Source: an optimization exercise on an open RTL-to-GDS flow (aim: small area, a short achievable clock period and few clock cycles). Production flows keep margins and buffers that such runs may drop. At most, simulation tests tie the RTL to the original design; equivalence was not proved. No activity file was given, so power comes from the tool's default toggle rates.

==> flow/design.v (excerpt) <==
module framecore_tx (
    input  wire        clk,
    input  wire        rst,             
    input  wire        cmd_valid,
    output wire        cmd_ready,
    input  wire [2:0]  cmd_op,
    input  wire [6:0]  cmd_len,
    input  wire        cmd_scheme,      
    input  wire [32:0] cmd_gen,
    input  wire [7:0]  cmd_tag_start,
    input  wire [7:0]  cmd_tag_stop,
    input  wire [7:0]  cmd_tag_esc,
    input  wire        in_valid,
    output wire        in_ready,
    input  wire [7:0]  in_data,
    output wire        out_valid,
    input  wire        out_ready,
    output wire [7:0]  out_data,
    output reg         done,
    output reg  [3:0]  res_result,
    output reg  [3:0]  res_errcode,
    output reg  [31:0] res_rem,
    output reg  [7:0]  res_olen
);
    localparam OP_NOP  = 3'd0;
    localparam OP_CENC = 3'd1;
    localparam OP_CVAL = 3'd2;
    localparam OP_PENC = 3'd3;
    localparam OP_PVAL = 3'd4;
    localparam OP_STUF = 3'd5;
    localparam OP_BLD  = 3'd6;
    localparam ERR_NONE    = 3'd0;
    localparam ERR_ILLOP   = 3'd1;
    localparam ERR_RSVD    = 3'd2;
    localparam ERR_BADLEN  = 3'd3;
    localparam ERR_BADGEN  = 3'd4;
    localparam ERR_BADTAGS = 3'd5;
    localparam IDLE  = 0;
    localparam REJ   = 1;    
    localparam START = 2;    
    localparam PAY   = 3;    
    localparam VTAIL = 4;    
    localparam FIN   = 5;    
    localparam CODE  = 6;    
    localparam STOP  = 7;    
    reg  [7:0]  s;
    reg         o_stuff, o_bld, o_val, o_pval, o_emit, o_crc, o_par;
    reg  [2:0]  errc;
    reg  [6:0]  cnt;         
    reg         last;        
    reg  [31:0] R;           
    reg  [31:0] G;           
    reg  [2:0]  rk;          
    reg  [1:0]  rlm;
    reg         rz;          
    reg  [7:1]  h;           
    reg  [2:0]  k;
    reg  [1:0]  lm1;         
    reg  [1:0]  cl;          
    reg         ci0;         
    reg  [7:0]  t_start, t_stop, t_esc;
  ...
export LEC_CHECK = 0
export CAP_MARGIN = 20
export CORE_MARGIN = 2
export CORE_UTILIZATION = 40
export CTS_BUF_LIST = sky130_fd_sc_hd__clkbuf_4 sky130_fd_sc_hd__clkbuf_8
export SETUP_SLACK_MARGIN = 1.5
export SLEW_MARGIN = 20
create_clock -name core_clock -period 5.0 [get_ports {clk}]
standard.sh (not shown) runs the stock make flow with config.mk's settings and CLKGATE_MAP_FILE= SYNTH_SCRIPT=/design/flow/synth_recipe.tcl, a recipe that flattens the netlist after the stock synthesis.
==> flow/flow/run.sh <==
#!/bin/bash
set -euo pipefail
export BUFFER_PORTS_ARGS="-buffer_cell sky130_fd_sc_hd__buf_2"
bash standard.sh > standard_flow.log 2>&1
Edit:
--- a/flow/design.v
+++ b/flow/design.v
@@ -53,15 +53,14 @@
     reg  [2:0]  rk;          
     reg  [1:0]  rlm;
     reg         rz;          
     reg  [7:1]  h;           
     reg  [2:0]  k;
     reg  [1:0]  lm1;         
     reg  [1:0]  cl;          
-    reg         ci0;         
     reg  [7:0]  t_start, t_stop, t_esc;
     reg  [7:0]  b;           
     reg         bv;          
     reg         pend;        
     reg         ov;
     reg  [7:0]  od;
     reg         dp;          
@@ -164,14 +163,15 @@
     assign      out_valid = ov;
     assign      out_data  = od;
     wire        oslot  = !ov || out_ready;           
     wire        ofree  = oslot && !pend;             
     wire        fin_ok = !dp || ofree;               
     wire        take     = s[PAY] && in_valid && !pend && oslot;
     assign      in_ready = s[PAY] && !pend && oslot;
+    wire        ci0      = (cl == ~lm1);              
     wire        start_ld = s[START] && ofree;
     wire        code_ld  = s[CODE] && !bv && !rz && ofree;
     wire        stop_ld  = s[STOP] && ofree;
     wire        pay_ld   = take && o_emit;
     wire        ld       = start_ld || code_ld || stop_ld || pay_ld;
     wire        pend_ld  = pend && oslot;
     wire        cesc     = esc && (code_ld || pay_ld);
@@ -241,18 +241,15 @@
             if ((bv || vt_step) && o_val) t_stop <= t_start;
             bv <= take && o_crc;
             if (take && o_par) R[24] <= (R[24] && !rz) ^ (^in_data);
             if (take) begin
                 cnt  <= cnt - 7'd1;
                 last <= (cnt == 7'd2);
             end
-            if (code_ld) begin
-                cl  <= cl - 2'd1;
-                ci0 <= (cl - 2'd1 == ~lm1);
-            end
+            if (code_ld) cl <= cl - 2'd1;
             if (start_ld) begin
                 s[START] <= 1'b0;
                 if (cnt != 7'd0) s[PAY] <= 1'b1; else s[CODE] <= 1'b1;
             end
             if (take && last) begin
                 s[PAY] <= 1'b0;
                 if (o_val) begin
@@ -292,15 +289,14 @@
                 cnt      <= cmd_len;
                 last     <= (cmd_len == 7'd1);
                 t_start  <= cmd_tag_start;
                 t_stop   <= (cmd_op == OP_CVAL) ? 8'd0 : cmd_tag_stop;
                 t_esc    <= cmd_tag_esc;
                 first    <= 1'b1;
                 cl       <= 2'd3;
-                ci0      <= !c_uses_gen || (c_lm1 == 2'd0);
                 if (c_uses_gen) begin
                     k   <= c_k;
                     lm1 <= c_lm1;
                 end
                 if (c_uses_par) begin
                     k   <= 3'd0;
                     lm1 <= 2'd0;
The changed run passed the timing, DRC and antenna checks.
Wire length decreases by 5.1%.
Fmax increases by 1.2%.
Power decreases by about 1.1%.
Count of clock-buffer cells in the layout increases by 4.
Area after synthesis decreases by about 1.5%.
Cell count decreases by about 1.7%.
Hold slack improved by 0.0041 ns.
Testbench counts after the change, summed over its fixed seeds: cycles 11,556.
For the first run of this note, only the layout was checked, not whether the RTL still works.


The RTL this note starts from:
==> flow/design.v <==
module framecore_tx (
    input  wire        clk,
    input  wire        rst,             
    input  wire        cmd_valid,
    output wire        cmd_ready,
    input  wire [2:0]  cmd_op,
    input  wire [6:0]  cmd_len,
    input  wire        cmd_scheme,      
    input  wire [32:0] cmd_gen,
    input  wire [7:0]  cmd_tag_start,
    input  wire [7:0]  cmd_tag_stop,
    input  wire [7:0]  cmd_tag_esc,
    input  wire        in_valid,
    output wire        in_ready,
    input  wire [7:0]  in_data,
    output wire        out_valid,
    input  wire        out_ready,
    output wire [7:0]  out_data,
    output reg         done,
    output reg  [3:0]  res_result,
    output reg  [3:0]  res_errcode,
    output reg  [31:0] res_rem,
    output reg  [7:0]  res_olen
);
    localparam OP_NOP  = 3'd0;
    localparam OP_CENC = 3'd1;
    localparam OP_CVAL = 3'd2;
    localparam OP_PENC = 3'd3;
    localparam OP_PVAL = 3'd4;
    localparam OP_STUF = 3'd5;
    localparam OP_BLD  = 3'd6;
    localparam ERR_NONE    = 3'd0;
    localparam ERR_ILLOP   = 3'd1;
    localparam ERR_RSVD    = 3'd2;
    localparam ERR_BADLEN  = 3'd3;
    localparam ERR_BADGEN  = 3'd4;
    localparam ERR_BADTAGS = 3'd5;
    localparam IDLE  = 0;
    localparam REJ   = 1;    
    localparam START = 2;    
    localparam PAY   = 3;    
    localparam VTAIL = 4;    
    localparam FIN   = 5;    
    localparam CODE  = 6;    
    localparam STOP  = 7;    
    reg  [7:0]  s;
    reg         o_stuff, o_bld, o_val, o_pval, o_emit, o_crc, o_par;
    reg  [2:0]  errc;
    reg  [6:0]  cnt;         
    reg         last;        
    reg  [31:0] R;           
    reg  [31:0] G;           
    reg  [2:0]  rk;          
    reg  [1:0]  rlm;
    reg         rz;          
    reg  [7:1]  h;           
    reg  [2:0]  k;
    reg  [1:0]  lm1;         
    reg  [1:0]  cl;          
    reg  [7:0]  t_start, t_stop, t_esc;
    reg  [7:0]  b;           
    reg         bv;          
    reg         pend;        
    reg         ov;
    reg  [7:0]  od;
    reg         dp;          
    reg         first;       
    reg         r5, r6;
    reg  [2:0]  re;
    function [2:0] lzc8(input [7:0] x);
        begin
            casez (x)
                8'b1???????: lzc8 = 3'd0;
                8'b01??????: lzc8 = 3'd1;
                8'b001?????: lzc8 = 3'd2;
                8'b0001????: lzc8 = 3'd3;
                8'b00001???: lzc8 = 3'd4;
                8'b000001??: lzc8 = 3'd5;
                8'b0000001?: lzc8 = 3'd6;
                default:     lzc8 = 3'd7;
            endcase
        end
    endfunction
    function [7:1] recip(input [7:0] gt);
        reg [7:0] hh;
        integer i, j;
        begin
            hh[0] = 1'b1;
            for (i = 1; i < 8; i = i + 1) begin
                hh[i] = 1'b0;
                for (j = 1; j <= i; j = j + 1)
                    hh[i] = hh[i] ^ (gt[8 - j] & hh[i - j]);
            end
            recip = hh[7:1];
        end
    endfunction
    function [31:0] div_byte(input [31:0] r, input [31:0] g, input [7:1] hr,
                             input [1:0] lm, input [7:0] bd, input [7:0] ba);
        reg [7:0]  t, hh, q;
        reg [31:0] w;
        integer i, j;
        begin
            t = r[31:24] ^ bd;
            hh = {hr, 1'b1};
            for (i = 0; i < 8; i = i + 1) begin
                q[i] = 1'b0;
                for (j = i; j < 8; j = j + 1)
                    q[i] = q[i] ^ (t[j] & hh[j - i]);
            end
            w = {r[23:0], 8'd0};
            case (lm)
                2'd0: w[31:24] = ba;
                2'd1: w[23:16] = ba;
                2'd2: w[15:8]  = ba;
                default: w[7:0] = ba;
            endcase
            for (i = 0; i < 8; i = i + 1)
                if (q[i]) w = w ^ (g << i);
            div_byte = w;
        end
    endfunction
    function is_tag(input [7:0] x, input [7:0] s0, input [7:0] s1, input [7:0] s2);
        is_tag = (x == s0) || (x == s1) || (x == s2);
    endfunction
    wire        c_takes_len = (cmd_op >= OP_CENC) && (cmd_op <= OP_BLD);
    wire        c_uses_gen  = (cmd_op == OP_CENC) || (cmd_op == OP_CVAL) ||
                              ((cmd_op == OP_BLD) && !cmd_scheme);
    wire        c_uses_par  = (cmd_op == OP_PENC) || (cmd_op == OP_PVAL) ||
                              ((cmd_op == OP_BLD) && cmd_scheme);
    wire        c_uses_tags = (cmd_op == OP_STUF) || (cmd_op == OP_BLD);
    wire        c_tags_ok   = (cmd_tag_start != cmd_tag_stop) &&
                              (cmd_tag_start != cmd_tag_esc) &&
                              (cmd_tag_stop  != cmd_tag_esc);
    wire        c_gen_ok    = (cmd_gen[32:1] != 32'd0);
    reg  [2:0]  c_err;
    always @(*) begin
        if (cmd_op == 3'd7)                          c_err = ERR_ILLOP;
        else if (!c_takes_len && cmd_len != 7'd0)    c_err = ERR_RSVD;
        else if (c_takes_len && cmd_len > 7'd64)     c_err = ERR_BADLEN;
        else if (c_uses_gen && !c_gen_ok)            c_err = ERR_BADGEN;
        else if (c_uses_tags && !c_tags_ok)          c_err = ERR_BADTAGS;
        else                                         c_err = ERR_NONE;
    end
    wire        c_rej = (c_err != ERR_NONE) || (cmd_op == OP_NOP);
    wire        nz4   = |cmd_gen[32:25];
    wire        nz3   = |cmd_gen[24:17];
    wire        nz2   = |cmd_gen[16:9];
    wire [1:0]  c_lm1 = nz4 ? 2'd3 : nz3 ? 2'd2 : nz2 ? 2'd1 : 2'd0;
    wire [2:0]  c_k   = nz4 ? lzc8(cmd_gen[32:25]) : nz3 ? lzc8(cmd_gen[24:17]) :
                        nz2 ? lzc8(cmd_gen[16:9])  : lzc8(cmd_gen[8:1]);
    reg  [7:0]  code_b;
    always @(*) begin
        case (cl)
            2'd0: code_b = R[7:0];
            2'd1: code_b = R[15:8];
            2'd2: code_b = R[23:16];
            default: code_b = R[31:24];
        endcase
    end
    wire [7:0]  cand   = s[CODE] ? code_b : in_data;
    wire        esc    = o_emit && is_tag(cand, t_start, t_stop, t_esc);
    assign      out_valid = ov;
    assign      out_data  = od;
    wire        oslot  = !ov || out_ready;           
    wire        ofree  = oslot && !pend;             
    wire        fin_ok = !dp || ofree;               
    wire        take     = s[PAY] && in_valid && !pend && oslot;
    assign      in_ready = s[PAY] && !pend && oslot;
    wire        ci0      = (cl == ~lm1);              
    wire        start_ld = s[START] && ofree;
    wire        code_ld  = s[CODE] && !bv && !rz && ofree;
    wire        stop_ld  = s[STOP] && ofree;
    wire        pay_ld   = take && o_emit;
    wire        ld       = start_ld || code_ld || stop_ld || pay_ld;
    wire        pend_ld  = pend && oslot;
    wire        cesc     = esc && (code_ld || pay_ld);
    wire        f_b = s[REJ] || (s[FIN] && !bv && !rz);
    wire        f_c = s[PAY] && o_stuff && last && !pend;
    wire        f_d = !pend && ((s[CODE] && !bv && !rz && ci0 && !o_bld) || s[STOP]);
    wire        fin = (f_b && !dp) || (oslot && ((f_b && !pend) || f_d || (f_c && in_valid)));
    assign cmd_ready = s[IDLE] || fin;
    wire        g_free = !o_crc || !(s[PAY] || s[START] || s[VTAIL] || bv);
    wire        clr    = rz && fin_ok;               
    wire        acc    = cmd_valid && cmd_ready;
    wire [4:0]  sh      = {~lm1, k};                  
    wire [31:0] gs      = G;
    wire        vt_step = s[VTAIL] && !bv;
    wire [2:0]  m       = 3'd0 - k;                   
    wire [7:0]  fcur    = vt_step ? 8'd0 : t_start;
    wire [15:0] fpair   = {t_stop, fcur};
    wire [7:0]  fbyte   = fpair >> m;                 
    wire [31:0] r_div   = div_byte(R, gs, h, lm1, b,
                                   o_val ? fbyte : 8'd0);
    wire [7:0]  gt      = gs[31:24];
    always @(*) begin
        done        = dp && ofree;
        res_result  = {1'b0, r5 | r6, r6, r5};
        res_errcode = {1'b0, re};
        res_rem     = R >> {~rlm, rk};
    end
    always @(posedge clk) begin
        h <= recip(gt);
        if (rst) begin
            s        <= 8'd1 << IDLE;
            ov       <= 1'b0;
            pend     <= 1'b0;
            bv       <= 1'b0;
            dp       <= 1'b0;
            R        <= 32'd0;
            rz       <= 1'b0;
            res_olen <= 8'd0;
        end else begin
            if (ld) begin
                ov <= 1'b1;
                if (start_ld)     od <= t_start;
                else if (stop_ld) od <= t_stop;
                else if (esc)     od <= t_esc;
                else              od <= cand;
                first <= 1'b0;
            end else if (pend_ld) begin
                ov <= 1'b1;
                od <= b;
            end else if (out_ready)
                ov <= 1'b0;
            if (ld || pend_ld)
                res_olen <= (ld && first) ? 8'd1 : res_olen + 8'd1;
            if (pend_ld) pend <= 1'b0;
            if (cesc) pend <= 1'b1;
            if (take || cesc) b <= o_val ? 8'd0 : cand;
            if (take && o_val) t_start <= in_data;
            if (done) dp <= 1'b0;
            if (clr) begin
                R  <= 32'd0;
                rz <= 1'b0;
            end
            if (bv || vt_step) R <= r_div;
            if ((bv || vt_step) && o_val) t_stop <= t_start;
            bv <= take && o_crc;
            if (take && o_par) R[24] <= (R[24] && !rz) ^ (^in_data);
            if (take) begin
                cnt  <= cnt - 7'd1;
                last <= (cnt == 7'd2);
            end
            if (code_ld) cl <= cl - 2'd1;
            if (start_ld) begin
                s[START] <= 1'b0;
                if (cnt != 7'd0) s[PAY] <= 1'b1; else s[CODE] <= 1'b1;
            end
            if (take && last) begin
                s[PAY] <= 1'b0;
                if (o_val) begin
                    if (m != 3'd0) s[VTAIL] <= 1'b1; else s[FIN] <= 1'b1;
                end else if (o_pval)
                    s[FIN] <= 1'b1;
                else if (!o_stuff)
                    s[CODE] <= 1'b1;
            end
            if (vt_step) begin
                s[VTAIL] <= 1'b0;
                s[FIN]   <= 1'b1;
            end
            if (code_ld && ci0) begin
                s[CODE] <= 1'b0;
                if (o_bld) s[STOP] <= 1'b1;
            end
            if (fin) begin
                s        <= 8'd1 << IDLE;
                dp <= 1'b1;
                re <= errc;
                r6 <= (errc != ERR_NONE);
                r5 <= (errc == ERR_NONE) &&
                      ((o_val && R != 32'd0) || (o_pval && R[24]));
                if (!s[REJ]) begin
                    if (!o_stuff) begin
                        rk  <= k;
                        rlm <= lm1;
                    end
                    if (s[FIN])   res_olen <= 8'd0;
                end
            end
            if (cmd_valid && g_free) G <= cmd_gen[31:0] << {~c_lm1, c_k};
            if (acc) begin
                o_stuff  <= (cmd_op == OP_STUF);
                o_bld    <= (cmd_op == OP_BLD);
                o_val    <= (cmd_op == OP_CVAL);
                o_pval   <= (cmd_op == OP_PVAL);
                o_emit   <= c_uses_tags;
                o_crc    <= c_uses_gen;
                o_par    <= c_uses_par;
                errc     <= c_err;
                cnt      <= cmd_len;
                last     <= (cmd_len == 7'd1);
                t_start  <= cmd_tag_start;
                t_stop   <= (cmd_op == OP_CVAL) ? 8'd0 : cmd_tag_stop;
                t_esc    <= cmd_tag_esc;
                first    <= 1'b1;
                cl       <= 2'd3;
                if (c_uses_gen) begin
                    k   <= c_k;
                    lm1 <= c_lm1;
                end
                if (c_uses_par) begin
                    k   <= 3'd0;
                    lm1 <= 2'd0;
                end
                rz       <= !c_rej && (c_uses_gen || c_uses_par);
                if (c_rej)
                    s <= 8'd1 << REJ;
                else if (cmd_op == OP_BLD)
                    s <= 8'd1 << START;
                else if (cmd_len != 7'd0)
                    s <= 8'd1 << PAY;
                else if (cmd_op == OP_CENC || cmd_op == OP_PENC)
                    s <= 8'd1 << CODE;
                else
                    s <= 8'd1 << FIN;
            end
        end
    end
endmodule
==> flow/config.mk <==
export PLATFORM = sky130hd
export DESIGN_NAME = framecore_tx
export DESIGN_NICKNAME = framecore_tx
export VERILOG_FILES = /design/flow/design.v
export SDC_FILE = /design/flow/constraint.sdc
export NUM_CORES = 4
export LEC_CHECK = 0
export CAP_MARGIN = 20
export CORE_MARGIN = 2
export CORE_UTILIZATION = 40
export SETUP_SLACK_MARGIN = 1.5
export SLEW_MARGIN = 20
==> flow/constraint.sdc <==
create_clock -name core_clock -period 5.0 [get_ports {clk}]
set_input_delay 1.0000 -clock core_clock [delete_from_list [all_inputs] [get_ports {clk}]]
set_output_delay 1.0000 -clock core_clock [all_outputs]
set_load 0.01 [all_outputs]
Scripts as last shown in full above: flow/flow/run.sh
Testbench counts at the start, summed over its fixed seeds: cycles 11,623.
Then changed:
--- a/flow/design.v
+++ b/flow/design.v
@@ -55,9 +55,11 @@
     reg         rz;          
     reg  [7:1]  h;           
     reg  [2:0]  k;
     reg  [1:0]  lm1;         
-    reg  [1:0]  cl;          
+    reg  [3:0]  ln;          
+    reg  [1:0]  cr;          
+    reg         ci0;         
     reg  [7:0]  t_start, t_stop, t_esc;
     reg  [7:0]  b;           
     reg         bv;          
     reg         pend;        
@@ -147,34 +149,26 @@
     wire        nz2   = |cmd_gen[16:9];
     wire [1:0]  c_lm1 = nz4 ? 2'd3 : nz3 ? 2'd2 : nz2 ? 2'd1 : 2'd0;
     wire [2:0]  c_k   = nz4 ? lzc8(cmd_gen[32:25]) : nz3 ? lzc8(cmd_gen[24:17]) :
                         nz2 ? lzc8(cmd_gen[16:9])  : lzc8(cmd_gen[8:1]);
-    reg  [7:0]  code_b;
-    always @(*) begin
-        case (cl)
-            2'd0: code_b = R[7:0];
-            2'd1: code_b = R[15:8];
-            2'd2: code_b = R[23:16];
-            default: code_b = R[31:24];
-        endcase
-    end
-    wire [7:0]  cand   = s[CODE] ? code_b : in_data;
-    wire        esc    = o_emit && is_tag(cand, t_start, t_stop, t_esc);
+    wire [7:0]  code_b = ({8{ln[3]}} & R[31:24]) | ({8{ln[2]}} & R[23:16]) |
+                         ({8{ln[1]}} & R[15:8])  | ({8{ln[0]}} & R[7:0]);
+    wire        esc_i  = is_tag(in_data, t_start, t_stop, t_esc);   
+    wire        esc_c  = o_emit && is_tag(code_b, t_start, t_stop, t_esc);
     assign      out_valid = ov;
     assign      out_data  = od;
     wire        oslot  = !ov || out_ready;           
     wire        ofree  = oslot && !pend;             
     wire        fin_ok = !dp || ofree;               
     wire        take     = s[PAY] && in_valid && !pend && oslot;
     assign      in_ready = s[PAY] && !pend && oslot;
-    wire        ci0      = (cl == ~lm1);              
     wire        start_ld = s[START] && ofree;
     wire        code_ld  = s[CODE] && !bv && !rz && ofree;
     wire        stop_ld  = s[STOP] && ofree;
     wire        pay_ld   = take && o_emit;
     wire        ld       = start_ld || code_ld || stop_ld || pay_ld;
     wire        pend_ld  = pend && oslot;
-    wire        cesc     = esc && (code_ld || pay_ld);
+    wire        cesc     = (pay_ld && esc_i) || (code_ld && esc_c);
     wire        f_b = s[REJ] || (s[FIN] && !bv && !rz);
     wire        f_c = s[PAY] && o_stuff && last && !pend;
     wire        f_d = !pend && ((s[CODE] && !bv && !rz && ci0 && !o_bld) || s[STOP]);
     wire        fin = (f_b && !dp) || (oslot && ((f_b && !pend) || f_d || (f_c && in_valid)));
@@ -213,10 +207,10 @@
             if (ld) begin
                 ov <= 1'b1;
                 if (start_ld)     od <= t_start;
                 else if (stop_ld) od <= t_stop;
-                else if (esc)     od <= t_esc;
-                else              od <= cand;
+                else if (pay_ld)  od <= esc_i ? t_esc : in_data;
+                else              od <= esc_c ? t_esc : code_b;
                 first <= 1'b0;
             end else if (pend_ld) begin
                 ov <= 1'b1;
                 od <= b;
@@ -225,9 +219,10 @@
             if (ld || pend_ld)
                 res_olen <= (ld && first) ? 8'd1 : res_olen + 8'd1;
             if (pend_ld) pend <= 1'b0;
             if (cesc) pend <= 1'b1;
-            if (take || cesc) b <= o_val ? 8'd0 : cand;
+            if (take)         b <= o_val ? 8'd0 : in_data;
+            else if (cesc)    b <= code_b;
             if (take && o_val) t_start <= in_data;
             if (done) dp <= 1'b0;
             if (clr) begin
                 R  <= 32'd0;
@@ -240,9 +235,13 @@
             if (take) begin
                 cnt  <= cnt - 7'd1;
                 last <= (cnt == 7'd2);
             end
-            if (code_ld) cl <= cl - 2'd1;
+            if (code_ld) begin
+                ln  <= ln >> 1;
+                cr  <= cr - 2'd1;
+                ci0 <= (cr == 2'd1);
+            end
             if (start_ld) begin
                 s[START] <= 1'b0;
                 if (cnt != 7'd0) s[PAY] <= 1'b1; else s[CODE] <= 1'b1;
             end
@@ -293,9 +292,11 @@
                 t_start  <= cmd_tag_start;
                 t_stop   <= (cmd_op == OP_CVAL) ? 8'd0 : cmd_tag_stop;
                 t_esc    <= cmd_tag_esc;
                 first    <= 1'b1;
-                cl       <= 2'd3;
+                ln       <= 4'b1000;
+                cr       <= c_uses_gen ? c_lm1 : 2'd0;
+                ci0      <= !c_uses_gen || (c_lm1 == 2'd0);
                 if (c_uses_gen) begin
                     k   <= c_k;
                     lm1 <= c_lm1;
                 end
Effect: Final area went up by 1.9%; via count hardly moves; count of clock-buffer cells in the layout went up by 3; sequential share of layout area went up by 0.35 points; total power went up by 10%; flip-flop and latch count went up by 5; synthesized area went up by 1.2%.
The RTL of the second run of this note was laid out without a check of its function.

==> separate check: timing with driven ports <==
Ports are ideal in the flow. The routed layouts listed here were re-timed in OpenROAD. Step 1 (the two cells are an assumption about what drives the block):
set clk [get_ports {clk}]
set_driving_cell -lib_cell sky130_fd_sc_hd__clkbuf_16 $clk
set_driving_cell -lib_cell sky130_fd_sc_hd__buf_2 [delete_from_list [all_inputs] $clk]
Step 2 also shifts input and output timing later by t, the mid clock arrival at the registers, as if the neighbouring blocks saw the same clock. Three values: ideal ports, drivers, drivers and shift; two values: the first two.
run | t (ns) | setup WS [ns] | worst register clock-pin slew, ns
the first run of note 1 | 0.544 | 1.482 / 1.428 / 1.225 | 0.12 / 0.12
the second run of note 1 | 0.524 | 1.524 / 1.481 / 1.424 | 0.10 / 0.10
the first run of note 2 | 0.494 | 1.529 / 1.480 / 1.108 | 0.08 / 0.08
the second run of note 2 | 0.492 | 1.448 / 1.429 / 0.983 | 0.08 / 0.08
After both steps setup and hold are still met in every run listed. For the second run of note 2, which loses most, drivers alone change the setup slack by -0.019 ns; drivers and shift together by -0.465 ns.
